From an optimization exercise on the open Yosys and OpenROAD flow, aimed at small area, a short achievable clock period and few clock cycles per item; shortcuts taken in it are not production practice.
The RTL was checked by simulation tests, not by an equivalence proof against the original design.

## flow/design.v (module list and top-level ports; edited modules follow where they fit)
// module fp_unpack: 18 lines
// module fp_half: 14 lines
// module fp_add: 137 lines
// module fp_wscale: 63 lines
// module fp_mul: 72 lines
// module mul_csa_i: 3766 lines
// module mul_csa: 3619 lines
// module tap_mix: 120 lines
module tap_mix (
    input  wire        clk,
    input  wire        rst,
    input  wire        in_valid,
    output reg         in_ready,
    input  wire [31:0] a,
    input  wire [31:0] b,
    input  wire [31:0] frac,
    input  wire [31:0] x,
    input  wire [31:0] dw,
    output reg         out_valid,
    input  wire        out_ready,
    output reg  [31:0] y
);
  // ...
==> flow/flow/run.sh <==
#!/bin/bash
set -euo pipefail
LIB=$FLOW_HOME/platforms/sky130hd/lib/sky130_fd_sc_hd__tt_025C_1v80.lib
YOSYS=$FLOW_HOME/../tools/install/yosys/bin/yosys
R=orfs/results/sky130hd/tap_mix/base

bash standard.sh synth > log_1_synth.txt 2>&1
cp $R/1_2_yosys.v synth_standard.v

python3 flow/invopt.py synth_standard.v resynth_in.v > log_2_invopt.txt 2>&1
python3 flow/libfunc.py $LIB resynth_cells.v sky130_fd_sc_hd__fa_1 sky130_fd_sc_hd__conb_1 > log_3_libfunc.txt 2>&1
printf 'set_driving_cell sky130_fd_sc_hd__buf_1\nset_load 5\n' > abc.constr
sed -e "s#@LIB@#$LIB#g" -e "s#@TOP@#$FLOW_TOP#g" flow/resynth.ys > resynth.ys
$YOSYS -s resynth.ys > log_4_resynth.txt 2>&1
cp resynth_out.v $R/1_2_yosys.v

bash standard.sh finish SETUP_SLACK_MARGIN=89.5 SKIP_GATE_CLONING=1 \
    'BUFFER_PORTS_ARGS=-buffer_cell sky130_fd_sc_hd__buf_2' > log_5_finish.txt 2>&1
==> flow/flow/abc_resynth.script <==
strash
dch
map -B 0.9
topo
stime -c
buffer -c
upsize -c
dnsize -c
==> flow/flow/invopt.py <==
#!/usr/bin/env python3
"""Remove inverters around full adders in a flat Yosys netlist of sky130hd cells.

A full adder is self-dual: FA(~a, ~b, ~c) = (~sum, ~cout).  Each full adder may
be flipped (its input nets replaced by their complements and its outputs read
as complements); a greedy search picks the flips that need the fewest
inverters, then every inverter is rebuilt: one inv_1 per signal that some
consumer needs inverted.

usage: invopt.py IN.v OUT.v
"""
import re
import sys
from collections import defaultdict

OUTPINS = {"X", "Y", "Q", "Q_N", "SUM", "COUT", "HI", "LO"}
INV_RE = re.compile(r"sky130_fd_sc_hd__(clk)?inv_\d+$")
FA = "sky130_fd_sc_hd__fa_1"

src = open(sys.argv[1]).read()
m = re.search(r"\bmodule\s+(\S+)\s*\((.*?)\);", src, re.S)
body_start = m.end()
end = src.rindex("endmodule")
body = src[body_start:end]

cell_re = re.compile(r"^\s*(sky130_fd_sc_hd__\w+)\s+(\S+)\s*\((.*?)\);", re.S | re.M)
pin_re = re.compile(r"\.(\w+)\(\s*([^()]*?)\s*\)")
decls = []
cells = []
pos = 0
for cm in cell_re.finditer(body):
    decls.append(body[pos:cm.start()])
    pos = cm.end()
    typ, name, pins = cm.group(1), cm.group(2), cm.group(3)
    cells.append([typ, name, dict(pin_re.findall(pins))])
tail = body[pos:]
pre = "".join(decls)

# ports
ports_out = set()
ports_in = set()
for d in re.finditer(r"^\s*(input|output)\s+(\[\d+:\d+\]\s+)?(\S+);", pre, re.M):
    kind, rng, nm = d.group(1), d.group(2), d.group(3)
    bits = [nm]
    if rng:
        hi, lo = map(int, re.findall(r"\d+", rng))
        bits = [f"{nm}[{i}]" for i in range(lo, hi + 1)]
    (ports_out if kind == "output" else ports_in).update(bits)

driver = {}
loads = defaultdict(list)
for ci, (typ, name, pins) in enumerate(cells):
    for p, n in pins.items():
        if not n:
            continue
        if p in OUTPINS:
            driver[n] = (ci, p)
        else:
            loads[n].append((ci, p))

is_inv = [bool(INV_RE.match(c[0])) for c in cells]


def base_of(net):
    """(base net, parity) following inverters back to a non-inverter driver."""
    par = 0
    while net in driver and is_inv[driver[net][0]]:
        ci = driver[net][0]
        net = cells[ci][2]["A"]
        par ^= 1
    return net, par


# consumers of each base signal: (kind, ref, parity)
#  kind 'pin': (cell index, pin) of a non-inverter cell; kind 'port': output port name
cons = defaultdict(list)
for ci, (typ, name, pins) in enumerate(cells):
    if is_inv[ci]:
        continue
    for p, n in pins.items():
        if p in OUTPINS or not n or n.startswith("1'"):
            continue
        b, par = base_of(n)
        cons[b].append(("pin", (ci, p), par))
for po in ports_out:
    b, par = base_of(po)
    cons[b].append(("port", po, par))

fa_cells = [ci for ci, c in enumerate(cells) if c[0] == FA]
flip = defaultdict(int)
# which FA drives a base signal
drv_fa = {}
for ci in fa_cells:
    for p in ("SUM", "COUT"):
        n = cells[ci][2].get(p)
        if n:
            drv_fa[n] = ci
# signals touched by an FA
fa_sig = defaultdict(set)
for b, lst in cons.items():
    for kind, ref, par in lst:
        if kind == "pin" and cells[ref[0]][0] == FA:
            fa_sig[ref[0]].add(b)
for n, ci in drv_fa.items():
    fa_sig[ci].add(n)


def eff(b, kind, ref, par):
    e = par
    if kind == "pin" and cells[ref[0]][0] == FA:
        e ^= flip[ref[0]]
    if b in drv_fa:
        e ^= flip[drv_fa[b]]
    return e


def cost(b):
    return 1 if any(eff(b, k, r, p) for k, r, p in cons[b]) else 0


before = sum(cost(b) for b in cons)
improved = True
rounds = 0
while improved and rounds < 50:
    improved = False
    rounds += 1
    for ci in fa_cells:
        sigs = fa_sig[ci]
        c0 = sum(cost(b) for b in sigs)
        flip[ci] ^= 1
        c1 = sum(cost(b) for b in sigs)
        if c1 < c0:
            improved = True
        else:
            flip[ci] ^= 1
after = sum(cost(b) for b in cons)
nflip = sum(flip[ci] for ci in fa_cells)
old_inv = sum(is_inv)
sys.stderr.write(f"inverters: {old_inv} in netlist, {before} needed as is, {after} after flipping {nflip} full adders\n")

# rebuild
newcells = []
inv_net = {}
extra_wires = []
cnt = [0]
for ci, c in enumerate(cells):
    if not is_inv[ci]:
        newcells.append([c[0], c[1], dict(c[2])])
idx = {}
for k, c in enumerate(newcells):
    idx[c[1]] = k
port_inv = {}
for b, lst in cons.items():
    neg = [(k, r) for k, r, p in lst if eff(b, k, r, p)]
    pos = [(k, r) for k, r, p in lst if not eff(b, k, r, p)]
    if not neg:
        # positive consumers connect to b
        for k, r in pos:
            if k == "pin":
                ci, p = r
                newcells[idx[cells[ci][1]]][2][p] = b
        continue
    # one inverter: output net is a port name if a negative consumer is a port
    pnames = [r for k, r in neg if k == "port"]
    if pnames:
        out = pnames[0]
    else:
        cnt[0] += 1
        out = f"_invopt{cnt[0]}_"
        extra_wires.append(out)
    newcells.append(["sky130_fd_sc_hd__inv_1", f"_invopt_c{cnt[0]}_{len(newcells)}", {"A": b, "Y": out}])
    for k, r in neg:
        if k == "pin":
            ci, p = r
            newcells[idx[cells[ci][1]]][2][p] = out
        elif r != out:
            # another port wants the same inverted signal
            newcells.append(["sky130_fd_sc_hd__buf_1", f"_invopt_b{len(newcells)}", {"A": out, "X": r}])
    for k, r in pos:
        if k == "pin":
            ci, p = r
            newcells[idx[cells[ci][1]]][2][p] = b
        elif r != b:
            newcells.append(["sky130_fd_sc_hd__buf_1", f"_invopt_b{len(newcells)}", {"A": b, "X": r}])
# flipped FAs: outputs are complements, inputs already rewired via eff(); nothing else to do

out = [src[:body_start]]
out.append(pre)
for w in extra_wires:
    out.append(f"  wire {w};\n")
for typ, name, pins in newcells:
    pl = ",\n".join(f"    .{p}({n}{' ' if n.startswith(chr(92)) else ''})" for p, n in pins.items())
    out.append(f"  {typ} {name} (\n{pl}\n  );\n")
out.append(tail)
out.append(src[end:])
open(sys.argv[2], "w").write("".join(out))
==> flow/flow/libfunc.py <==
#!/usr/bin/env python3
"""Write Verilog models of the combinational cells of a Liberty file (from
their 'function' attributes), except the cells named on the command line.
usage: libfunc.py LIB OUT.v [keep-cell ...]"""
import re, sys
lib, outp, keep = sys.argv[1], sys.argv[2], set(sys.argv[3:])
s = open(lib).read()
parts = re.split(r'\n\s*cell\s*\(\s*"?([\w]+)"?\s*\)\s*\{', s)
out = []
for i in range(1, len(parts), 2):
    name, body = parts[i], parts[i + 1]
    if name in keep or re.search(r'\n\s*(ff|latch|statetable)\s*\(', body):
        continue
    pins = re.findall(r'\n\s*pin\s*\(\s*"?(\w+)"?\s*\)\s*\{(.*?)\n\s*\}', body, re.S)
    ins, outs = [], []
    for pn, pb in pins:
        d = re.search(r'direction\s*:\s*"?(\w+)"?', pb)
        if not d: continue
        if d.group(1) == 'input': ins.append(pn)
        elif d.group(1) == 'output':
            f = re.search(r'function\s*:\s*"([^"]*)"', pb)
            if f: outs.append((pn, f.group(1)))
    if not outs: continue
    def conv(f):
        f = f.replace('!', '~').replace('*', '&').replace('+', '|')
        f = re.sub(r'(?<=[\w)])\s+(?=[\w(~])', ' & ', f)   # implicit AND
        return f
    ports = ins + [o for o, _ in outs]
    out.append(f"module {name} ({', '.join(ports)});")
    for p in ins: out.append(f"  input {p};")
    for o, f in outs: out.append(f"  output {o};\n  assign {o} = {conv(f)};")
    out.append("endmodule")
open(outp, 'w').write('\n'.join(out) + '\n')
==> flow/flow/resynth.ys <==
# Re-map the combinational logic of the standard synthesis.  The
# flip-flops and full adders stay the cells the standard synthesis chose
# (with their names); every other cell is read back as its logic function
# (resynth_cells.v) and mapped again by ABC with flow/abc_resynth.script.
read_liberty -lib @LIB@
read_verilog -overwrite resynth_cells.v
read_verilog resynth_in.v
hierarchy -top @TOP@
flatten
opt_clean -purge
techmap
opt -fast
abc -script flow/abc_resynth.script -liberty @LIB@ -dont_use sky130_fd_sc_hd__probe_p_8 -dont_use sky130_fd_sc_hd__probec_p_8 -dont_use sky130_fd_sc_hd__lpflow_bleeder_1 -dont_use sky130_fd_sc_hd__lpflow_clkbufkapwr_1 -dont_use sky130_fd_sc_hd__lpflow_clkbufkapwr_16 -dont_use sky130_fd_sc_hd__lpflow_clkbufkapwr_2 -dont_use sky130_fd_sc_hd__lpflow_clkbufkapwr_4 -dont_use sky130_fd_sc_hd__lpflow_clkbufkapwr_8 -dont_use sky130_fd_sc_hd__lpflow_clkinvkapwr_1 -dont_use sky130_fd_sc_hd__lpflow_clkinvkapwr_16 -dont_use sky130_fd_sc_hd__lpflow_clkinvkapwr_2 -dont_use sky130_fd_sc_hd__lpflow_clkinvkapwr_4 -dont_use sky130_fd_sc_hd__lpflow_clkinvkapwr_8 -dont_use sky130_fd_sc_hd__lpflow_decapkapwr_12 -dont_use sky130_fd_sc_hd__lpflow_decapkapwr_3 -dont_use sky130_fd_sc_hd__lpflow_decapkapwr_4 -dont_use sky130_fd_sc_hd__lpflow_decapkapwr_6 -dont_use sky130_fd_sc_hd__lpflow_decapkapwr_8 -dont_use sky130_fd_sc_hd__lpflow_inputiso0n_1 -dont_use sky130_fd_sc_hd__lpflow_inputiso0p_1 -dont_use sky130_fd_sc_hd__lpflow_inputiso1n_1 -dont_use sky130_fd_sc_hd__lpflow_inputiso1p_1 -dont_use sky130_fd_sc_hd__lpflow_inputisolatch_1 -dont_use sky130_fd_sc_hd__lpflow_isobufsrc_1 -dont_use sky130_fd_sc_hd__lpflow_isobufsrc_16 -dont_use sky130_fd_sc_hd__lpflow_isobufsrc_2 -dont_use sky130_fd_sc_hd__lpflow_isobufsrc_4 -dont_use sky130_fd_sc_hd__lpflow_isobufsrc_8 -dont_use sky130_fd_sc_hd__lpflow_isobufsrckapwr_16 -dont_use sky130_fd_sc_hd__lpflow_lsbuf_lh_hl_isowell_tap_1 -dont_use sky130_fd_sc_hd__lpflow_lsbuf_lh_hl_isowell_tap_2 -dont_use sky130_fd_sc_hd__lpflow_lsbuf_lh_hl_isowell_tap_4 -dont_use sky130_fd_sc_hd__lpflow_lsbuf_lh_isowell_4 -dont_use sky130_fd_sc_hd__lpflow_lsbuf_lh_isowell_tap_1 -dont_use sky130_fd_sc_hd__lpflow_lsbuf_lh_isowell_tap_2 -dont_use sky130_fd_sc_hd__lpflow_lsbuf_lh_isowell_tap_4 -dont_use sky130_fd_sc_hd__fill_1 -dont_use sky130_fd_sc_hd__fill_2 -dont_use sky130_fd_sc_hd__fill_4 -dont_use sky130_fd_sc_hd__fill_8  -constr abc.constr
opt_clean -purge
hierarchy -top @TOP@
read_liberty -lib -overwrite @LIB@
hilomap -singleton -hicell sky130_fd_sc_hd__conb_1 HI -locell sky130_fd_sc_hd__conb_1 LO
splitnets
opt_clean -purge
insbuf -buf sky130_fd_sc_hd__buf_4 A X
check -assert
stat -liberty @LIB@
write_verilog -noattr -nohex -nodec resynth_out.v
==> flow/standard.sh <==
#!/bin/bash
# synth_recipe.tcl (not shown) runs the flow's synth.tcl, then flattens the netlist and writes it again
# the make line also repeats each setting of config.mk as NAME=value (left out here)
make -C /OpenROAD-flow-scripts/flow DESIGN_CONFIG=/design/flow/config.mk WORK_HOME=/design/flow/orfs CLKGATE_MAP_FILE= SYNTH_SCRIPT=/design/flow/synth_recipe.tcl "${@:-finish}"
==> flow/config.mk <==
export PLATFORM = sky130hd
export DESIGN_NAME = tap_mix
export DESIGN_NICKNAME = tap_mix
export VERILOG_FILES = /design/flow/design.v
export SDC_FILE = /design/flow/constraint.sdc
export NUM_CORES = 8
export LEC_CHECK = 0
export ABC_AREA = 1
export CAP_MARGIN = 20
export CORE_MARGIN = 2
export CORE_UTILIZATION = 65
export SLEW_MARGIN = 20
==> flow/constraint.sdc <==
create_clock -name core_clock -period 115.0 [get_ports {clk}]
set_input_delay 23.0000 -clock core_clock [delete_from_list [all_inputs] [get_ports {clk}]]
set_output_delay 23.0000 -clock core_clock [all_outputs]
set_load 0.01 [all_outputs]
==> reports/metrics.yaml, run 1 <==
status:
  outcome: "finished clean"
drt:
  wl_met1_mm: 152
  route.met3.wl_mm: 52.0
  routedWlPerCell_um: 20.1
  vias_per_cell: 6.14
  highest_layer: "met5"
die:
  dieArea_um2: 174000
  die_x_um: 417
  nWellTaps: 2218
sta:
  finalSetupViolCount: 0
  hold_slack_ps: 205
  hold_viol: 0
  setup_slack_ps: 90740
  tns_ps: 0
  fmax_ghz: 0.0412
cells_and_area:
  clk_share: 0.0175
  seqCellArea_um2: 12300
  multi_input_gates: 13484
  area_growth_syn_to_layout_pct: 2.57
  final_cell_mix: "nand2_1 (4059), inv_1 (2335), nor2_1 (1599), o21ai_0 (1202), xor2_1 (1081)"
  finalInstanceArea_um2: 114000
  n_all_buffers: 379
  n_all_inverters: 2575
  finish.net_count: 18015
grt:
  grt_max_degree: 118
  grt_usage: 0.430
  global_route.usage.met1: 0.576
  grt_pass1_wl_mm: 600
  grt_overflow_total: 0
  grt_pass1_vias: 108667
  antenna_found_initial: 7
worst_setup_path:
  path_class: "reg2out"
  crit_path_start: "y[28]"
  worst_path_largest_cell_delay_ps: 390
yosys:
  netlist_area_um2: 111000
clock_tree:
  clock_latency_ps: 780
  clock_sinks: 533
  cts_tree: "yes"
min_path:
  hold_end: "r3[5]"
Testbench counts, summed over its fixed seeds: cycles 12,032, items 12,000.
==> run 2, diff against run 1 <==
--- a/flow/config.mk
+++ b/flow/config.mk
@@ -10,3 +10,3 @@
 export CORE_MARGIN = 2
-export CORE_UTILIZATION = 65
+export CORE_UTILIZATION = 55
 export SLEW_MARGIN = 20
==> reports/metrics.yaml, run 2 <==
sta:
  tns_ps: 0  # unchanged
  hold_viol: 0  # unchanged
  skew_ps: 85.3
  slew_violations: 0
  slew_headroom: 0.172
  tightest_slew_ps: 1240
  period_needed_ps: 24270
  finalSetupViolCount: 0  # unchanged
  hold_slack_ps: 313  # +109 ps
  fmax_ghz: 0.0412  # about the same
  grt_setup_unrepaired: "no"
  fin_crit_sh: 0.211
drt:
  wirelength_mm: 405
  drtPass1Iterations: 7
  vias: 116737
  routedWlPerCell_um: 20.5  # +2.0%
  vias_per_cell: 5.91  # -3.7%
  remaining_drc_errors: 0
  drt-initial-drc-count: 13927
  ant_nets: 0
die:
  coreArea_um2: 200000
  dieArea_um2: 205000  # +18%
  die_x_um: 453  # +8.6%
  ios: 198
  die_h_um: 453
  rows: 164
  floorplan.initialDensity: 0.555
worst_setup_path:
  worst_path_largest_cell_delay_ps: 380  # about the same
  crit_path_start_kind: "flop"
  cp_data_arrival_time_ps: 1270
  crit_path_max_fanout: 1
  critPathSlowestCell: "edfxtp_1"
  crit_family: "flip-flops"
  setup.worst_path.end_class: "output pin"
  path_class: "reg2out"
  path_cells: "buf_2"
  worstPathRequired_ps: 92000
  worst-path-buf-inv: 1
clock_tree:
  clock_latency_ps: 760  # -20 ps
  clock_sinks: 533  # unchanged
  cts_tree: "yes"
  cts_made_buffers: 58
  clk_path_buf_depth: 3
  root_buffer: "clkbuf_16"
  hold_buffers: 0
  clk_pin_slew_ps: 70
  cts_htree_levels: 2
placement:
  place.gp.congestion: 1.04
  hpwl_mm: 318
  port_buffers: 197
  dpl.cell_count: 19651
yosys:
  netlist_area_um2: 111000  # unchanged
  avgSynthCellArea_um2: 6.41
  synth_fp_nets: 18304
  synth_cells: 17319
  ys.warnings.count: 6
grt:
  antenna_found_initial: 2  # -5
  grt_overflow_total: 0  # unchanged
  grt_max_degree: 118  # unchanged
  grt_usage: 0.384  # -0.0463
  grt_pass1_vias: 108569  # -0.090%
  grt_pass1_wl_mm: 626  # +4.4%
cells_and_area:
  final_cell_mix: "nand2_1 (4058), inv_1 (2335), nor2_1 (1599), o21ai_0 (1203), xor2_1 (1081)"
  fin_cells: 19760
  finish.net_count: 18042  # +0.15%
  final_common_cell: "nand2_1"
  post-route-util: 0.573
  nFillCells: 20624
  area_growth_syn_to_layout_pct: 3.35
  drive_above_1_share: 0.107
flow_run:
  maxCapViolations: 0
status:
  outcome: "finished clean"
min_path:
  hold_class: "reg2reg"
## run 2: cell count changes in the layout (fill, tap and decap cells not counted), sizes merged
| cell | previous run | this run |
|---|---|---|
| buf | 379 | 405 |
| bufinv | 5 | 8 |
| clkbuf | 71 | 69 |
| clkinv | 64 | 66 |
| clkinvlp | 7 | 5 |
| diode | 0 | 2 |
| inv | 2533 | 2532 |
## run 2: repair_timing
action	4_1_cts	5_1_grt
setup endpoints to repair	0	31
setup buffers	0	1
gates resized for setup	0	4
## run 2: worst paths after layout
path | from | endpoint | slack, ps | cells past startpoint
setup / recovery | y[28] | y[28] | 90730 | 1
hold / removal | r2[0] | r3[0] | 310 | 0
setup reg to reg | d1[24] | r2[16] | 91740 | 144
hold reg to reg | r2[0] | r3[0] | 310 | 0
## run 2: area by class of cell
cell class	count	area, µm²	share of cell area
Clock inverter	36	494	0.00431
Tap cell	2656	3320	0.0290
Antenna cell	2	5.00	0.0000436
Clock buffer	69	1580	0.0137
Sequential cell	533	12300	0.107
Multi-Input combinational cell	13484	84700	0.739
Timing Repair Buffer	405	2560	0.0223
Inverter	2575	9750	0.0850
## run 2: metal layers
metal  vias up  GRT usage  share of wire
met5         -          0              0
met4         0      0.162          0.049
met3      1044     0.0723           0.11
met2      6077      0.585           0.42
met1     53954      0.531           0.42
li1      55662          -              -
## run 2: per-stage QoR
step	setup slack (ps)	cell area [µm²]
3_5_place_dp	90590	113000
3_3_place_gp	90590	113000
4_1_cts	90690	115000
5_1_grt	89600	115000
6_report	90730	115000
2_1_floorplan	90160	111000
==> run 3, diff against run 2 <==
==> flow/flow/abc_resynth.script (replaced) <==
strash
dch
map -B 0.9
topo
stime -c
==> reports/metrics.yaml, run 3 <==
worst_setup_path:
  critPathSlowestCell: "edfxtp_1"
  timing.rr.start: "d1[24]"
  path_class: "reg2out"
  cp_data_arrival_time_ps: 1310  # +40 ps
  reg2regPathDepth: 137  # -4.9%
  worst-path-buf-inv: 1  # unchanged
  rrSetupSlack_ps: 91480  # -260 ps
  worst_path_largest_cell_delay_ps: 400  # +20 ps
  path_cells: "buf_2"
  crit_family: "flip-flops"
  crit_path_max_fanout: 1  # unchanged
  reg2reg_to: "r2[19]"
  setup.worst_path.end_class: "output pin"
  crit_path_start_kind: "flop"
  worstPathRequired_ps: 92000  # about the same
placement:
  place.gp.congestion: 1.06  # +1.7%
  port_buffers: 197  # unchanged
  hpwl_mm: 316  # -0.50%
grt:
  grt_usage: 0.415  # +0.0309
  grt_pass1_vias: 106599  # -1.8%
  antenna_found_initial: 13  # +11
  grt_overflow_total: 0  # unchanged
  grt_max_degree: 95  # -19%
  grt_pass1_wl_mm: 617  # -1.5%
die:
  coreArea_um2: 183000  # -8.3%
  die_x_um: 434  # -4.2%
  floorplan.initialDensity: 0.555  # about the same
  dieArea_um2: 189000  # -8.2%
  ios: 198  # unchanged
  die_h_um: 434  # -4.2%
  rows: 157  # -4.3%
clock_tree:
  cts_tree: "yes"
  clk_path_buf_depth: 3  # unchanged
  clock_sinks: 533  # unchanged
  clk_pin_slew_ps: 70  # about the same
  cts_htree_levels: 2  # unchanged
  root_buffer: "clkbuf_16"
  cts_made_buffers: 61  # +5.2%
  clock_latency_ps: 760  # about the same
sta:
  fin_crit_sh: 0.211  # +0.000308
  slew_violations: 0  # unchanged
  finalSetupViolCount: 0  # unchanged
  hold_slack_ps: 280  # -33.4 ps
  tns_ps: 0  # unchanged
  period_needed_ps: 24310  # +35.4 ps
  skew_ps: 74.2  # -11.2 ps
  grt_setup_unrepaired: "no"
  fmax_ghz: 0.0411  # -0.15%
  hold_viol: 0  # unchanged
  slew_headroom: 0.135  # -0.0374
  tightest_slew_ps: 1280  # +48.4 ps
drt:
  routedWlPerCell_um: 20.6  # +0.61%
  wirelength_mm: 406  # +0.19%
  drt-initial-drc-count: 17101  # +23%
  drtPass1Iterations: 10  # +3
  vias: 119099  # +2.0%
  remaining_drc_errors: 0  # unchanged
  vias_per_cell: 6.05  # +2.4%
  ant_nets: 0  # unchanged
cells_and_area:
  nFillCells: 18759  # -9.0%
  drive_above_1_share: 0.0509  # -0.0558
  final_common_cell: "nand2_1"
  final_cell_mix: "nand2_1 (4452), clkinv_1 (2543), nor2_1 (1833), o21ai_0 (1420), nand3_1 (1089)"
  area_growth_syn_to_layout_pct: 8.88
  finish.net_count: 18118  # +0.42%
yosys:
  synth_fp_nets: 17577  # -4.0%
  ys.warnings.count: 6  # unchanged
  avgSynthCellArea_um2: 6.14  # -4.2%
  netlist_area_um2: 102000  # -8.2%
  synth_cells: 16592  # -4.2%
flow_run:
  maxCapViolations: 0  # unchanged
min_path:
  hold_class: "reg2reg"
  hold_end: "r3[1]"
  holdPathStages: 0  # unchanged
  min_from: "r2[1]"
status:
  outcome: "finished clean"
run 3: area by class of cell:
type,instances,area (µm²),area share
clock buffers,85,1730,0.0156
well taps,2464,3080,0.0278
multi-input cells,13484,80400,0.725
inverters,2575,9770,0.0881
flip-flops and latches,533,12300,0.111
clock inverters,30,367,0.00331
diodes,29,72.6,0.000654
repair buffers,478,3180,0.0286
run 3: worst register-to-register path, delay by kind of cell (launching register included):
family / cells / cell delay (ps)
xor gates and xnor gates: 2 / 420
adders and majority gates: 5 / 2140
AOI/OAI and AO/OA: 12 / 3310
and+or+nand+nor: 100 / 14340
DFF: 1 / 520
buffers and inverters: 18 / 2680
run 3: worst max path at each step:
stage / startpoint / to / slack, ps / cells after the start
3_3_place_gp: d1[24] / r2[18] / 88660 / 152
3_5_place_dp: d1[24] / r2[19] / 88050 / 151
6_report: y[10] / y[10] / 90690 / 1
4_1_cts: d1[24] / r2[19] / 89480 / 152
2_1_floorplan: d1[31] / r2[0] / 89740 / 134
5_1_grt: d1[24] / r2[3] / 89430 / 159
run 3: timing repair:
item | in CTS | in global routing
hold buffers | 0 | 0
setup buffers | 0 | 32
pin swaps | 0 | 12
hold endpoints to repair | 0 | 0
resized for setup | 10 | 126
setup endpoints to repair | 33 | 96
run 3: per-layer routing:
metal | wire (µm) | share of wire | track usage | vias to the layer above
met1 | 172000 | 0.42 | 0.602 | 53990
li1 | - | - | - | 56145
met4 | 17600 | 0.043 | 0.142 | 12
met2 | 159000 | 0.39 | 0.580 | 7647
met3 | 57100 | 0.14 | 0.123 | 1305
met5 | 81 | 0.00020 | 0 | -
run 3: metrics by stage:
step / util / cells / setup WS [ps] / instance area, µm²
2_1_floorplan: - / 16592 / 89740 / 102000
3_3_place_gp: 0.589 / 19502 / 88660 / 108000
3_5_place_dp: 0.589 / 19502 / 88050 / 108000
4_1_cts: 0.600 / 19617 / 89480 / 110000
5_1_grt: 0.604 / 19672 / 89430 / 111000
6_report: 0.604 / 19678 / 90690 / 111000
==> run 4, diff against run 3 <==
==> flow/flow/abc_resynth.script (replaced) <==
strash
dch -f
map -B 0.9
topo
stime -c
==> reports/metrics.yaml, run 4 <==
yosys:
  netlist_area_um2: 102000  # +0.31%
  synth_cells: 16623  # +0.19%
  ys.warnings.count: 6  # unchanged
  avgSynthCellArea_um2: 6.15  # +0.12%
  synth_fp_nets: 17608  # +0.18%
cells_and_area:
  fin_cells: 19692  # +0.071%
  final_common_cell: "nand2_1"
  area_growth_syn_to_layout_pct: 8.70
  drive_above_1_share: 0.0497  # -0.00116
  final_cell_mix: "nand2_1 (4419), clkinv_1 (2521), nor2_1 (1881), o21ai_0 (1453), nand3_1 (1095)"
  finish.net_count: 18137  # +0.10%
  post-route-util: 0.600  # -0.00424
drt:
  vias_per_cell: 5.99  # -1.0%
  remaining_drc_errors: 0  # unchanged
  drtPass1Iterations: 19  # +9
  ant_nets: 0  # unchanged
  vias: 117993  # -0.93%
  wirelength_mm: 398  # -1.9%
  drt-initial-drc-count: 15068  # -12%
  routedWlPerCell_um: 20.2  # -2.0%
sta:
  setup_slack_ps: 90680  # -9.10 ps
  hold_viol: 0  # unchanged
  finalSetupViolCount: 0  # unchanged
  fmax_ghz: 0.0411  # about the same
  slew_headroom: 0.0773  # -0.0576
  slew_violations: 0  # unchanged
  tns_ps: 0  # unchanged
  fin_crit_sh: 0.211  # about the same
  period_needed_ps: 24320  # +9.10 ps
  skew_ps: 84.6  # +10.5 ps
  grt_setup_unrepaired: "no"
  tightest_slew_ps: 1370  # +85.6 ps
  hold_slack_ps: 324  # +43.6 ps
clock_tree:
  cts_made_buffers: 59  # -3.3%
  cts_tree: "yes"
  clk_path_buf_depth: 3  # unchanged
  clock_sinks: 533  # unchanged
  clk_pin_slew_ps: 60  # about the same
  clock_latency_ps: 760  # about the same
  cts_htree_levels: 2  # unchanged
  root_buffer: "clkbuf_16"
worst_setup_path:
  path_class: "reg2out"
  reg2regPathDepth: 143  # +4.4%
  worstPathRequired_ps: 92000  # about the same
  crit_path_start_kind: "flop"
  rrSetupSlack_ps: 91750  # +270 ps
  timing.rr.start: "d1[24]"
  crit_path_start: "out_valid"
  worst-path-buf-inv: 1  # unchanged
  cp_data_arrival_time_ps: 1320  # about the same
  critPathSlowestCell: "dfxtp_1"
  setup.worst_path.end_class: "output pin"
  cp_num_cells: 1  # unchanged
  reg2reg_to: "r2[12]"
  path_cells: "buf_2"
  crit_path_max_fanout: 5  # +4
  crit_family: "flip-flops"
  endpoint: "out_valid"
  worst_path_largest_cell_delay_ps: 430  # +30 ps
grt:
  grt_pass1_wl_mm: 614  # -0.52%
  grt_max_degree: 115  # +21%
  grt_usage: 0.404  # -0.0110
  antenna_found_initial: 15  # +2
  grt_overflow_total: 0  # unchanged
  grt_pass1_vias: 107361  # +0.71%
placement:
  dpl.cell_count: 19537  # +0.18%
  port_buffers: 197  # unchanged
  hpwl_mm: 312  # -1.5%
  place.gp.congestion: 1.07  # +0.53%
  preCtsSetupSlack_ps: 89160  # +1120 ps
die:
  rows: 158  # +0.64%
  die_h_um: 435  # +0.15%
  die_x_um: 435  # +0.15%
  dieArea_um2: 189000  # +0.31%
  coreArea_um2: 185000  # +0.85%
  floorplan.initialDensity: 0.552  # -0.00298
  ios: 198  # unchanged
min_path:
  hold_class: "reg2reg"
status:
  outcome: "finished clean"
flow_run:
  maxCapViolations: 0  # unchanged
run 4: cell types whose count changed in the layout (fill, tap and decap cells not counted), sizes merged, moves of 16 or more:
cell	change
nand2	-33
nor2	+43
o21ai	+22
nand4	+18
a21oi	-16
clkinv	-21
diode	-20
run 4: how the worst min path moves through the flow:
stage	slack (ps)	cells past startpoint	end	startpoint
after detailed placement	310	0	r3[22]	r2[22]
after global placement	310	0	r3[28]	r2[28]
after global routing	320	0	r3[26]	r2[26]
after floorplan	310	0	r3[0]	r2[0]
after CTS	320	0	r3[24]	r2[24]
final	320	0	r3[24]	r2[24]
run 4: per-stage QoR:
| step | area (µm²) |
|---|---|
| 2_1_floorplan | 102000 |
| 3_3_place_gp | 108000 |
| 3_5_place_dp | 108000 |
| 4_1_cts | 110000 |
| 5_1_grt | 111000 |
| 6_report | 111000 |
run 4: layer usage:
| metal | track usage | part of all wire |
|---|---|---|
| met2 | 0.590 | 0.41 |
| met4 | 0.170 | 0.051 |
| met5 | 0 | 0.000058 |
| met1 | 0.569 | 0.42 |
| met3 | 0.0951 | 0.12 |
run 4: cell type report:
class	count	area, µm²
Sequential cell	533	12300
Tap cell	2480	3100
Clock inverter	43	606
Multi-Input combinational cell	13543	80800
Fill cell	18836	74000
Inverter	2547	9660
Clock buffer	69	1550
Timing Repair Buffer	468	3080
Antenna cell	9	22.5
run 4: timing repair:
| item | 4_1_cts | 5_1_grt |
|---|---|---|
| hold endpoints to repair | 0 | 0 |
| buffers inserted | 0 | 34 |
| pin swaps | 0 | 4 |
| endpoints found under the setup margin | 45 | 96 |
| gates resized for setup | 3 | 111 |
| hold buffers | 0 | 0 |
==> run 5, diff against run 4 <==
==> flow/flow/abc_resynth.script (replaced) <==
strash
ifraig
dch -f
map -B 0.9
strash
dch -f
map -B 0.9
topo
stime -c
==> reports/metrics.yaml, run 5 <==
die:
  coreArea_um2: 182000  # -1.4%
  die_x_um: 432  # -0.71%
  floorplan.initialDensity: 0.552  # about the same
  die_h_um: 432  # -0.71%
  ios: 198  # unchanged
  dieArea_um2: 187000  # -1.4%
  rows: 157  # -0.63%
sta:
  fin_crit_sh: 0.211  # about the same
  fmax_ghz: 0.0411  # about the same
  hold_viol: 0  # unchanged
  hold_slack_ps: 323  # -1.03 ps
  grt_setup_unrepaired: "no"
  finalSetupViolCount: 0  # unchanged
  slew_violations: 0  # unchanged
  period_needed_ps: 24320  # +5.30 ps
  tns_ps: 0  # unchanged
  skew_ps: 64.5  # -20.2 ps
  tightest_slew_ps: 1180  # -194 ps
  slew_headroom: 0.208  # +0.130
drt:
  wirelength_mm: 394  # -0.95%
  drtPass1Iterations: 10  # -9
  ant_nets: 0  # unchanged
  routedWlPerCell_um: 20.4  # +1.1%
  vias_per_cell: 6.04  # +0.82%
  drt-initial-drc-count: 14576  # -3.3%
  vias: 116588  # -1.2%
  remaining_drc_errors: 0  # unchanged
cells_and_area:
  final_common_cell: "nand2_1"
  drive_above_1_share: 0.0517  # +0.00195
  finish.net_count: 17837  # -1.7%
  area_growth_syn_to_layout_pct: 8.45
  nFillCells: 18538  # -1.6%
  final_cell_mix: "nand2_1 (4545), clkinv_1 (2360), nor2_1 (1704), o21ai_0 (1448), nand3_1 (1084)"
placement:
  place.gp.congestion: 1.07  # +0.33%
  port_buffers: 197  # unchanged
  hpwl_mm: 309  # -0.75%
worst_setup_path:
  path_cells: "buf_2"
  path_class: "reg2out"
  crit_path_max_fanout: 1  # -4
  setup.worst_path.end_class: "output pin"
  cp_num_cells: 1  # unchanged
  worst-path-buf-inv: 1  # unchanged
  crit_path_start_kind: "flop"
  worstPathRequired_ps: 92000  # about the same
  worst_path_largest_cell_delay_ps: 440  # about the same
  cp_data_arrival_time_ps: 1320  # about the same
  reg2regPathDepth: 127  # -11%
  critPathSlowestCell: "edfxtp_1"
  crit_family: "flip-flops"
status:
  outcome: "finished clean"
yosys:
  avgSynthCellArea_um2: 6.17  # +0.38%
  synth_fp_nets: 17308  # -1.7%
  netlist_area_um2: 101000  # -1.4%
  ys.warnings.count: 6  # unchanged
  synth_cells: 16323  # -1.8%
min_path:
  holdPathStages: 0  # unchanged
  hold_class: "reg2reg"
clock_tree:
  hold_buffers: 0  # unchanged
  root_buffer: "clkbuf_16"
  cts_htree_levels: 2  # unchanged
  cts_made_buffers: 61  # +3.4%
  clock_sinks: 533  # unchanged
  clock_latency_ps: 750  # about the same
  cts_tree: "yes"
  clk_pin_slew_ps: 60  # about the same
  clk_path_buf_depth: 3  # unchanged
flow_run:
  maxCapViolations: 0  # unchanged
grt:
  grt_max_degree: 117  # +1.7%
  grt_pass1_wl_mm: 605  # -1.4%
  grt_usage: 0.408  # +0.00372
  antenna_found_initial: 22  # +7
  grt_overflow_total: 0  # unchanged
  grt_pass1_vias: 106052  # -1.2%
run 5: worst paths after layout:
kind	from	endpoint	slack (ps)
worst max register to register	d1[26]	r2[0]	91330
worst min-delay path	r2[24]	r3[24]	320
worst max-delay path	y[30]	y[30]	90680
worst min register to register	r2[24]	r3[24]	320
run 5: final cells by class:
type / count / area, µm² / area share
diodes: 13 / 32.5 / 0.000298
clock buffers: 74 / 1650 / 0.0151
clock inverters: 38 / 407 / 0.00372
inverters: 2383 / 9040 / 0.0827
multi-input cells: 13407 / 79800 / 0.731
flip-flops and latches: 533 / 12300 / 0.112
well taps: 2385 / 2980 / 0.0273
repair buffers: 466 / 3030 / 0.0278
run 5: through the flow:
step	setup slack, ps	cell area [µm²]	util	cells
finish	90680	109000	0.598	19299
global route	89490	109000	0.598	19295
CTS	89570	109000	0.596	19271
detailed placement	89060	107000	0.585	19159
global placement	89150	107000	0.585	19159
floorplan	90430	101000	-	16323
run 5: timing repair:
action / in CTS / in global routing
hold endpoints to repair: 0 / 0
setup endpoints to repair: 28 / 95
buffers inserted: 0 / 15
pin swaps: 0 / 2
gates resized for setup: 2 / 89
run 5: layer usage:
metal | GRT usage | share of wire | up-vias
met5 | 0.00520 | 0.00060 | -
met4 | 0.187 | 0.055 | 16
met3 | 0.105 | 0.12 | 1329
met2 | 0.590 | 0.41 | 6794
met1 | 0.566 | 0.41 | 53101
li1 | - | - | 55348
==> run 6, diff against run 5 <==
==> flow/flow/abc_resynth.script (replaced) <==
strash
dch -f
map -B 0.9
strash
dch -f
map -B 0.9
topo
stime -c
==> reports/metrics.yaml, run 6 <==
sta:
  fin_crit_sh: 0.211  # about the same
  skew_ps: 50.2  # -14.3 ps
  hold_viol: 0  # unchanged
  finalSetupViolCount: 0  # unchanged
  grt_setup_unrepaired: "no"
  setup_slack_ps: 90700  # +23.4 ps
  tightest_slew_ps: 1200  # +24.1 ps
  tns_ps: 0  # unchanged
  period_needed_ps: 24300  # -23.4 ps
  slew_headroom: 0.192  # -0.0163
  fmax_ghz: 0.0412  # about the same
  slew_violations: 0  # unchanged
min_path:
  hold_end: "r3[27]"
  hold_class: "reg2reg"
  holdPathStages: 0  # unchanged
  min_from: "r2[27]"
worst_setup_path:
  timing.rr.start: "p2[28]"
  path_class: "reg2out"
  path_cells: "buf_2"
  worstPathRequired_ps: 92000  # about the same
  crit_family: "flip-flops"
  critPathSlowestCell: "edfxtp_1"
  rrSetupSlack_ps: 91790  # +460 ps
  crit_path_max_fanout: 1  # unchanged
  reg2regPathDepth: 118  # -7.1%
  setup.worst_path.end_class: "output pin"
  reg2reg_to: "w3[1]"
  cp_data_arrival_time_ps: 1300  # -20 ps
  crit_path_start_kind: "flop"
  worst-path-buf-inv: 1  # unchanged
  worst_path_largest_cell_delay_ps: 420  # -20 ps
clock_tree:
  cts_htree_levels: 2  # unchanged
  clock_latency_ps: 750  # about the same
  root_buffer: "clkbuf_16"
  clk_path_buf_depth: 3  # unchanged
  cts_tree: "yes"
  clock_sinks: 533  # unchanged
  cts_made_buffers: 59  # -3.3%
  clk_pin_slew_ps: 60  # about the same
placement:
  place.gp.congestion: 1.07  # about the same
  hpwl_mm: 304  # -1.7%
  placed_area_um2: 107000  # +0.48%
  port_buffers: 197  # unchanged
  preCtsSetupSlack_ps: 89270  # +205 ps
cells_and_area:
  area_growth_syn_to_layout_pct: 8.41  # about the same
  finalInstanceArea_um2: 110000  # +0.38%
  finish.net_count: 17987  # +0.84%
  final_common_cell: "nand2_1"
  final_cell_mix: "nand2_1 (4670), clkinv_1 (2426), nor2_1 (1751), o21ai_0 (1427), nand3_1 (1095)"
  nFillCells: 18608  # +0.38%
  post-route-util: 0.599  # +0.000986
  drive_above_1_share: 0.0503  # -0.00133
drt:
  drtPass1Iterations: 7  # -3
  routedWlPerCell_um: 20.0  # -2.1%
  vias_per_cell: 6.01  # -0.51%
  remaining_drc_errors: 0  # unchanged
  wirelength_mm: 390  # -0.97%
  drt-initial-drc-count: 14488  # -0.60%
  vias: 117307  # +0.62%
  ant_nets: 0  # unchanged
die:
  rows: 157  # unchanged
  coreArea_um2: 183000  # +0.22%
  die_x_um: 433  # +0.21%
  ios: 198  # unchanged
  floorplan.initialDensity: 0.553  # +0.00113
  die_h_um: 433  # +0.21%
  dieArea_um2: 187000  # +0.42%
grt:
  grt_overflow_total: 0  # unchanged
  grt_max_degree: 122  # +4.3%
  grt_usage: 0.408  # about the same
  antenna_found_initial: 18  # -18%
  grt_pass1_wl_mm: 608  # +0.51%
  grt_pass1_vias: 107879  # +1.7%
yosys:
  ys.warnings.count: 6  # unchanged
  avgSynthCellArea_um2: 6.13  # -0.57%
  netlist_area_um2: 101000  # +0.42%
  synth_cells: 16485  # +0.99%
  synth_fp_nets: 17470  # +0.94%
status:
  outcome: "finished clean"
flow_run:
  maxCapViolations: 0  # unchanged
[run 6: cell types whose count changed in the layout (fill, tap and decap cells not counted), sizes merged, moves of 11 or more]
cell,before,now
clkinvlp,33,19
buf,466,455
nand2,4565,4685
nor4,81,62
o21ai,1488,1463
nand3,1086,1098
clkinv,2375,2443
xor2,1062,1039
a31oi,96,81
nor2,1724,1769
[run 6: through the flow]
stage          hold slack [ps]  cells
2_1_floorplan              310  16485
3_3_place_gp               310  19392
3_5_place_dp               312  19393
4_1_cts                    326  19501
5_1_grt                    325  19517
6_report                   326  19517
[run 6: how the worst max path moves through the flow]
stage	start	endpoint	slack [ps]	cells past startpoint
after floorplan	out_ready	wp[1]	90450	6
after global placement	d1[25]	r2[9]	89610	129
after detailed placement	d1[25]	r2[6]	89270	129
after CTS	d1[25]	r2[9]	89600	133
after global routing	d1[25]	r2[19]	89530	131
final	y[28]	y[28]	90700	1
[run 6: worst reg2reg max path: cells and delay by family (launching register included)]
family	cells	cell delay, ps
AO/OA/AOI/OAI	6	2480
XOR/XNOR	2	450
adder cells (fa/ha/maj)	6	2830
buffers and inverters	16	4560
flip-flops	1	340
AND/OR/NAND/NOR	88	12460
[run 6: area by class of cell]
type / count / area [µm²] / area share
Timing Repair Buffer: 456 / 2970 / 0.0271
Clock buffer: 71 / 1580 / 0.0144
Sequential cell: 533 / 12300 / 0.112
Inverter: 2442 / 9230 / 0.0842
Antenna cell: 4 / 10.0 / 0.0000913
Clock inverter: 37 / 493 / 0.00450
Tap cell: 2464 / 3080 / 0.0281
Multi-Input combinational cell: 13510 / 80000 / 0.730
[run 6: routing by layer]
layer  track usage  vias to the layer above  wire, µm
li1              -                    55659         -
met1         0.553                    53196    159000
met2         0.617                     6996    164000
met3        0.0827                     1448     44400
met4         0.198                        8     22900
met5             0                        -        61
[run 6: repair_timing]
item / 4_1_cts / 5_1_grt
hold buffers: 0 / 0
endpoints found under the setup margin: 22 / 95
buffers inserted: 0 / 10
gates resized for setup: 2 / 61
pin swaps: 0 / 3
hold endpoints to repair: 0 / 0
==> run 7, diff against run 6 <==
==> flow/flow/abc_resynth.script (replaced) <==
strash
dc2
dch -f
map -B 0.9
strash
dc2
dch -f
map -B 0.9
topo
stime -c
==> reports/metrics.yaml, run 7 <==
die:
  die_x_um: 425  # -1.7%
  coreArea_um2: 176000  # -3.6%
  ios: 198  # unchanged
  rows: 154  # -1.9%
  die_h_um: 425  # -1.7%
  dieArea_um2: 181000  # -3.4%
  floorplan.initialDensity: 0.554  # +0.000723
grt:
  grt_pass1_wl_mm: 631  # +3.7%
  grt_max_degree: 114  # -6.6%
  grt_pass1_vias: 111550  # +3.4%
  grt_overflow_total: 0  # unchanged
  antenna_found_initial: 33  # +15
  grt_usage: 0.441  # +0.0329
drt:
  vias: 118622  # +1.1%
  drtPass1Iterations: 19  # +12
  ant_nets: 0  # unchanged
  drt-initial-drc-count: 17474  # +21%
  wirelength_mm: 417  # +6.8%
  routedWlPerCell_um: 22.4  # +12%
  vias_per_cell: 6.37  # +6.0%
  remaining_drc_errors: 0  # unchanged
sta:
  finalSetupViolCount: 0  # unchanged
  tns_ps: 0  # unchanged
  slew_violations: 0  # unchanged
  grt_setup_unrepaired: "no"
  tightest_slew_ps: 1200  # -0.0198 ps
  fin_crit_sh: 0.212  # +0.000392
  fmax_ghz: 0.0411  # -0.19%
  hold_viol: 0  # unchanged
  skew_ps: 44.2  # -6.01 ps
  period_needed_ps: 24340  # +45.1 ps
  slew_headroom: 0.192  # about the same
yosys:
  avgSynthCellArea_um2: 6.27  # +2.2%
  ys.warnings.count: 6  # unchanged
  synth_cells: 15569  # -5.6%
  netlist_area_um2: 97600  # -3.5%
  synth_fp_nets: 16554  # -5.2%
worst_setup_path:
  path_cells: "buf_2"
  worst-path-buf-inv: 1  # unchanged
  crit_path_max_fanout: 5  # +4
  worstPathRequired_ps: 92000  # about the same
  path_class: "reg2out"
  crit_path_start_kind: "flop"
  setup.worst_path.end_class: "output pin"
  crit_family: "flip-flops"
  worst_path_largest_cell_delay_ps: 430  # about the same
  critPathSlowestCell: "dfxtp_1"
  cp_data_arrival_time_ps: 1340  # +40 ps
placement:
  dpl.cell_count: 18354  # -5.4%
  place.gp.congestion: 1.06  # -0.61%
  hpwl_mm: 319  # +4.8%
  port_buffers: 197  # unchanged
cells_and_area:
  finish.net_count: 17195  # -4.4%
  drive_above_1_share: 0.0784  # +0.0281
  area_growth_syn_to_layout_pct: 11.1
  fin_cells: 18612  # -4.6%
  final_common_cell: "nand2_1"
  nFillCells: 16513  # -11%
  final_cell_mix: "nand2_1 (4183), clkinv_1 (2372), nor2_1 (1488), o21ai_0 (1385), xor2_1 (996)"
clock_tree:
  hold_buffers: 0  # unchanged
  clock_latency_ps: 750  # about the same
  cts_htree_levels: 2  # unchanged
  clk_pin_slew_ps: 60  # about the same
  clk_path_buf_depth: 3  # unchanged
  cts_tree: "yes"
  cts_made_buffers: 56  # -5.1%
  root_buffer: "clkbuf_16"
  clock_sinks: 533  # unchanged
flow_run:
  maxCapViolations: 0  # unchanged
min_path:
  hold_class: "reg2reg"
status:
  outcome: "finished clean"
[run 7: path summary, 6_finish.rpt]
check / start / to / slack [ps] / depth (start not counted)
max: out_valid / out_valid / 90660 / 1
min: r2[11] / r3[11] / 300 / 0
max reg2reg: a2[30] / w3[13] / 90850 / 139
min reg2reg: r2[11] / r3[11] / 300 / 0
[run 7: layout make-up]
class                      count  area [µm²]  area share
antenna                       15        37.5    0.000346
clock buffer                  62        1440      0.0133
clock inverter                43         542     0.00500
inverter                    2443        9430      0.0869
multi-input combinational  12593       77500       0.715
sequential                   533       12300       0.114
tap                         2340        2930      0.0270
timing repair buffer         583        4230      0.0390
[run 7: timing repair]
action / 4_1_cts / 5_1_grt
buffers inserted: 11 / 127
setup endpoints to repair: 96 / 152
pin swaps: 4 / 60
cloned: 0 / 0
resized for setup: 109 / 409
[run 7: routing by layer]
| metal | GRT usage | vias to the layer above | wire length (µm) |
|---|---|---|---|
| li1 | - | 52955 | - |
| met1 | 0.564 | 54280 | 157000 |
| met2 | 0.672 | 8958 | 175000 |
| met3 | 0.125 | 2411 | 55300 |
| met4 | 0.234 | 18 | 29300 |
| met5 | 0.00344 | - | 216 |
[run 7: worst reg2reg max path, delay by kind of cell (launching register included)]
family / cells / cell delay (ps)
buffers and inverters: 12 / 2250
flip-flops: 1 / 410
AND/OR/NAND/NOR: 108 / 14860
XOR/XNOR: 4 / 940
AO/OA/AOI/OAI: 9 / 2640
adder cells (fa/ha/maj): 6 / 2990
[run 7: per-stage QoR]
stage / hold slack (ps) / util / cell area, µm² / worst slack, ps
6_report: 299 / 0.615 / 108000 / 90660
5_1_grt: 310 / 0.615 / 108000 / 89080
4_1_cts: 310 / 0.601 / 106000 / 89500
3_5_place_dp: 312 / 0.587 / 104000 / 85120
3_3_place_gp: 312 / 0.587 / 104000 / 85640
2_1_floorplan: 310 / - / 97600 / 90020
==> run 8, diff against run 7 <==
==> flow/flow/abc_resynth.script (replaced) <==
strash
dc2
dch -f
map -B 0.9
topo
stime -c
==> reports/metrics.yaml, run 8 <==
status:
  outcome: "finished clean"
drt:
  wirelength_mm: 382  # -8.4%
  vias_per_cell: 6.01  # -5.6%
  drt-initial-drc-count: 13224  # -24%
  routedWlPerCell_um: 20.1  # -10%
  remaining_drc_errors: 0  # unchanged
  vias: 113996  # -3.9%
  ant_nets: 0  # unchanged
  drtPass1Iterations: 9  # -10
cells_and_area:
  multi_input_area_um2: 78500  # +1.3%
  finish.net_count: 17522  # +1.9%
  drive_above_1_share: 0.0590  # -0.0194
  area_growth_syn_to_layout_pct: 8.96
  nFillCells: 18121  # +9.7%
  seqCellArea_um2: 12300  # -0.15%
  final_cell_mix: "nand2_1 (4335), clkinv_1 (2406), nor2_1 (1719), o21ai_0 (1456), xor2_1 (1029)"
  final_common_cell: "nand2_1"
sta:
  finalSetupViolCount: 0  # unchanged
  fmax_ghz: 0.0411  # +0.13%
  skew_ps: 48.4  # +4.30 ps
  fin_crit_sh: 0.211  # -0.000270
  slew_violations: 0  # unchanged
  tightest_slew_ps: 1290  # +87.4 ps
  tns_ps: 0  # unchanged
  setup_slack_ps: 90690  # +31.1 ps
  period_needed_ps: 24310  # -31.1 ps
  slew_headroom: 0.133  # -0.0589
  grt_setup_unrepaired: "no"
  hold_viol: 0  # unchanged
die:
  rows: 155  # +0.65%
  die_x_um: 429  # +0.86%
  ios: 198  # unchanged
  die_h_um: 429  # +0.86%
  floorplan.initialDensity: 0.555  # +0.00119
  dieArea_um2: 184000  # +1.7%
  coreArea_um2: 179000  # +1.5%
placement:
  preCtsSetupSlack_ps: 87960  # +2840 ps
  hpwl_mm: 297  # -7.0%
  place.gp.congestion: 1.06  # about the same
  port_buffers: 197  # unchanged
min_path:
  min_from: "r2[5]"
  holdPathStages: 0  # unchanged
  hold_class: "reg2reg"
  hold_end: "r3[5]"
worst_setup_path:
  reg2regPathDepth: 124  # -11%
  worstPathRequired_ps: 92000  # about the same
  cp_data_arrival_time_ps: 1310  # -30 ps
  setup.worst_path.end_class: "output pin"
  reg2reg_to: "r2[4]"
  crit_family: "flip-flops"
  worst_path_largest_cell_delay_ps: 430  # about the same
  crit_path_max_fanout: 1  # -4
  rrSetupSlack_ps: 91490  # +640 ps
  worst-path-buf-inv: 1  # unchanged
  timing.rr.start: "d1[25]"
  path_cells: "buf_2"
  critPathSlowestCell: "edfxtp_1"
  path_class: "reg2out"
  crit_path_start_kind: "flop"
yosys:
  ys.warnings.count: 6  # unchanged
  avgSynthCellArea_um2: 6.21  # -0.98%
  netlist_area_um2: 99300  # +1.7%
  synth_cells: 15997  # +2.7%
  synth_fp_nets: 16982  # +2.6%
clock_tree:
  clock_latency_ps: 740  # about the same
  root_buffer: "clkbuf_16"
  clk_path_buf_depth: 3  # unchanged
  clk_pin_slew_ps: 90  # +30 ps
  cts_tree: "yes"
  cts_htree_levels: 2  # unchanged
  clock_sinks: 533  # unchanged
  cts_made_buffers: 59  # +5.4%
grt:
  grt_pass1_wl_mm: 591  # -6.3%
  grt_pass1_vias: 104626  # -6.2%
  grt_usage: 0.401  # -0.0400
  grt_max_degree: 116  # +1.8%
  grt_overflow_total: 0  # unchanged
  antenna_found_initial: 16  # -52%
flow_run:
  maxCapViolations: 0  # unchanged
==> run 8: layer usage <==
layer  global-route usage  wire [µm]  part of all wire  vias to the layer above
met5                    0         23          0.000060                        -
met4                0.196      22500             0.059                        4
met3               0.0854      43600              0.11                     1320
met2                0.605     160000              0.42                     6751
met1                0.543     156000              0.41                    51814
li1                     -          -                 -                    54107
==> run 8: worst reg2reg max path, delay by kind of cell, from the launching register on <==
kind	cells	cell delay, ps
simple gates	78	12350
buf+inv	22	4190
compound gates	15	3180
fa+ha+maj	5	2410
xor+xnor	4	800
flops	1	430
==> run 8: layout make-up <==
cell class	instances	share of cell area
multi-input combinational	13022	0.725
sequential	533	0.114
inverter	2442	0.0858
tap	2355	0.0272
clock buffer	67	0.0140
antenna	13	0.000301
clock inverter	43	0.00415
timing repair buffer	479	0.0296
==> run 8: worst max path at each step <==
stage,startpoint,endpoint,cells after the start,slack [ps]
after floorplan,out_ready,qn[0],5,90430
after global placement,a2[28],w3[8],153,87780
after detailed placement,a2[28],w3[8],153,87960
after CTS,a2[28],w3[8],150,89500
after global routing,d1[25],r2[4],158,89440
final,y[29],y[29],1,90690
==> run 8: per-stage QoR <==
step	area [µm²]	util	instances	hold WS, ps
floorplan	99300	-	15997	310
global placement	105000	0.588	18791	310
detailed placement	105000	0.588	18791	312
CTS	107000	0.599	18903	321
global route	108000	0.604	18946	329
finish	108000	0.605	18954	316
==> run 8: repair_timing <==
| action | in CTS | in global routing |
|---|---|---|
| hold buffers | 0 | 0 |
| endpoints found under the hold margin | 0 | 0 |
| gates resized for setup | 26 | 178 |
| endpoints found under the setup margin | 96 | 96 |
| pin swaps | 1 | 16 |
| buffers inserted | 2 | 38 |
==> run 9, diff against run 8 <==
--- a/flow/flow/run.sh
+++ b/flow/flow/run.sh
@@ -16,3 +16,3 @@
 
-bash standard.sh finish SETUP_SLACK_MARGIN=89.5 SKIP_GATE_CLONING=1 \
+bash standard.sh finish SETUP_SLACK_MARGIN=90.8 SKIP_GATE_CLONING=1 \
     'BUFFER_PORTS_ARGS=-buffer_cell sky130_fd_sc_hd__buf_2' > log_5_finish.txt 2>&1
==> flow/flow/abc_resynth.script (replaced) <==
strash
dch
map -B 0.9
topo
stime -c
buffer -c
upsize -c
dnsize -c
==> reports/metrics.yaml, run 9 <==
status:
  outcome: "finished clean"
worst_setup_path:
  cp_data_arrival_time_ps: 1270  # -40 ps
  crit_path_max_fanout: 1  # unchanged
  path_class: "reg2out"
  path_cells: "buf_2"
  crit_path_start_kind: "flop"
  worstPathRequired_ps: 92000  # about the same
  crit_path_start: "y[28]"
  critPathSlowestCell: "edfxtp_1"
  timing.rr.start: "d1[24]"
  setup.worst_path.end_class: "output pin"
  worst_path_largest_cell_delay_ps: 360  # -70 ps
  worst-path-buf-inv: 1  # unchanged
  crit_family: "flip-flops"
drt:
  vias: 116079  # +1.8%
  routedWlPerCell_um: 20.4  # +1.1%
  drt-initial-drc-count: 14099  # +6.6%
  vias_per_cell: 5.87  # -2.4%
  ant_nets: 0  # unchanged
  remaining_drc_errors: 0  # unchanged
  drtPass1Iterations: 10  # +1
  wirelength_mm: 403  # +5.4%
cells_and_area:
  final_cell_mix: "nand2_1 (4058), inv_1 (2334), nor2_1 (1597), o21ai_0 (1199), xor2_1 (1080)"
  nFillCells: 20461  # +13%
  fin_cells: 19772  # +4.3%
  finish.net_count: 18052  # +3.0%
  area_growth_syn_to_layout_pct: 3.68
  drive_above_1_share: 0.108  # +0.0488
  finalInstanceArea_um2: 115000  # +6.3%
  final_common_cell: "nand2_1"
grt:
  antenna_found_initial: 8  # -8
  use_met3: 0.0814  # -0.00399
  use_met2: 0.562  # -0.0425
  grt_overflow_total: 0  # unchanged
  global_route.usage.met1: 0.534  # -0.00909
  grt_busiest_layer: "met2"
  grt_max_degree: 118  # +1.7%
  grt_pass1_vias: 106478  # +1.8%
  grt_usage: 0.380  # -0.0203
  grt_pass1_wl_mm: 619  # +4.6%
yosys:
  netlist_area_um2: 111000  # +12%
  synth_cells: 17319  # +8.3%
  synth_fp_nets: 18304  # +7.8%
  avgSynthCellArea_um2: 6.41  # +3.2%
  ys.warnings.count: 6  # unchanged
placement:
  place.gp.congestion: 1.05  # -1.1%
  dpl.cell_count: 19654  # +4.6%
  placed_area_um2: 113000  # +7.0%
  hpwl_mm: 315  # +6.2%
  port_buffers: 197  # unchanged
sta:
  finalSetupViolCount: 0  # unchanged
  hold_viol: 0  # unchanged
  skew_ps: 81.4  # +33.0 ps
  hold_slack_ps: 320  # +4.51 ps
  grt_setup_unrepaired: "yes"
  tns_ps: 0  # unchanged
  tightest_slew_ps: 1160  # -125 ps
  slew_headroom: 0.222  # +0.0894
  fmax_ghz: 0.0412  # +0.17%
  slew_violations: 0  # unchanged
  period_needed_ps: 24270  # -41.9 ps
  fin_crit_sh: 0.211  # -0.000364
die:
  floorplan.initialDensity: 0.555  # about the same
  dieArea_um2: 205000  # +12%
  rows: 164  # +5.8%
  die_x_um: 453  # +5.6%
  ios: 198  # unchanged
  coreArea_um2: 200000  # +12%
  die_h_um: 453  # +5.6%
clock_tree:
  root_buffer: "clkbuf_16"
  clock_latency_ps: 760  # +20 ps
  cts_tree: "yes"
  cts_made_buffers: 58  # -1.7%
  clk_pin_slew_ps: 70  # -20 ps
  clock_sinks: 533  # unchanged
  cts_htree_levels: 2  # unchanged
  clk_path_buf_depth: 3  # unchanged
min_path:
  min_from: "r2[11]"
  hold_class: "reg2reg"
flow_run:
  maxCapViolations: 0  # unchanged
## run 9: routing by layer
metal	share of wire	wire, µm
met1	0.43	171000
met2	0.41	166000
met3	0.11	45500
met4	0.049	19800
met5	0.00013	52
## run 9: cell type report
class | count | area (µm²) | area share
Multi-Input combinational cell | 13484 | 84800 | 0.737
Sequential cell | 533 | 12300 | 0.107
Inverter | 2575 | 9760 | 0.0848
Tap cell | 2656 | 3320 | 0.0289
Timing Repair Buffer | 415 | 2690 | 0.0234
Clock buffer | 73 | 1650 | 0.0143
Clock inverter | 34 | 601 | 0.00522
Antenna cell | 2 | 5.00 | 0.0000435
## run 9: path summary, 6_finish.rpt
| kind | to | slack [ps] | cells past startpoint |
|---|---|---|---|
| min reg2reg | r3[11] | 320 | 0 |
| max reg2reg | r2[12] | 92480 | 145 |
| min | r3[11] | 320 | 0 |
| max | y[28] | 90730 | 1 |
## run 9: timing repair
item,in CTS,in global routing
resized for setup,2,10
pin swaps,0,4
hold buffers,0,0
setup buffers,0,8
setup endpoints to repair,34,65
endpoints found under the hold margin,0,0
cloned,0,0
## run 9: worst reg2reg max path: cells and delay by family, from the launching register on
family	cells	cell delay (ps)
AND/OR/NAND/NOR	100	13050
adder cells (fa/ha/maj)	7	3250
AO/OA/AOI/OAI	15	2870
buffers and inverters	21	2420
flip-flops	1	460
XOR/XNOR	2	290
## run 9: metrics by stage
stage / util / setup slack, ps
3_3_place_gp: 0.563 / 90640
3_5_place_dp: 0.563 / 90710
6_report: 0.575 / 90730
5_1_grt: 0.575 / 90690
4_1_cts: 0.574 / 90690
2_1_floorplan: - / 90920

what the ideal ports hide:
No port has a modelled driver above. Below, the same layouts with a new extraction and two added sets of constraints. Step 1, drivers: a clkbuf_16 drives clk and a buf_2 each remaining input, both assumed. Step 2 also shifts input and output timing later by t, the mid clock arrival at the registers, as if the neighbouring blocks saw the same clock. Slacks: no drivers / after step 1 / after step 2; pairs: no drivers / after step 1.
run | shift t [ns] | setup slack, ns | worst data-port slew with drivers (ns)
run 1 | 0.803 | 90.742 / 90.653 / 90.589 | 0.05
run 2 | 0.822 | 90.728 / 90.626 / 90.538 | 0.05
run 3 | 0.818 | 90.692 / 90.593 / 90.439 | 0.11
run 4 | 0.814 | 90.683 / 90.580 / 90.460 | 0.21
run 5 | 0.820 | 90.678 / 90.580 / 90.629 | 0.19
run 6 | 0.821 | 90.701 / 90.606 / 90.613 | 0.11
run 7 | 0.818 | 90.656 / 90.565 / 90.050 | 0.21
run 8 | 0.814 | 90.687 / 90.594 / 90.446 | 0.16
run 9 | 0.807 | 90.729 / 90.641 / 90.652 | 0.05
After both steps every run listed still meets setup and hold. For run 7, which loses most, drivers alone change the setup slack by -0.091 ns; drivers and shift together by -0.606 ns.
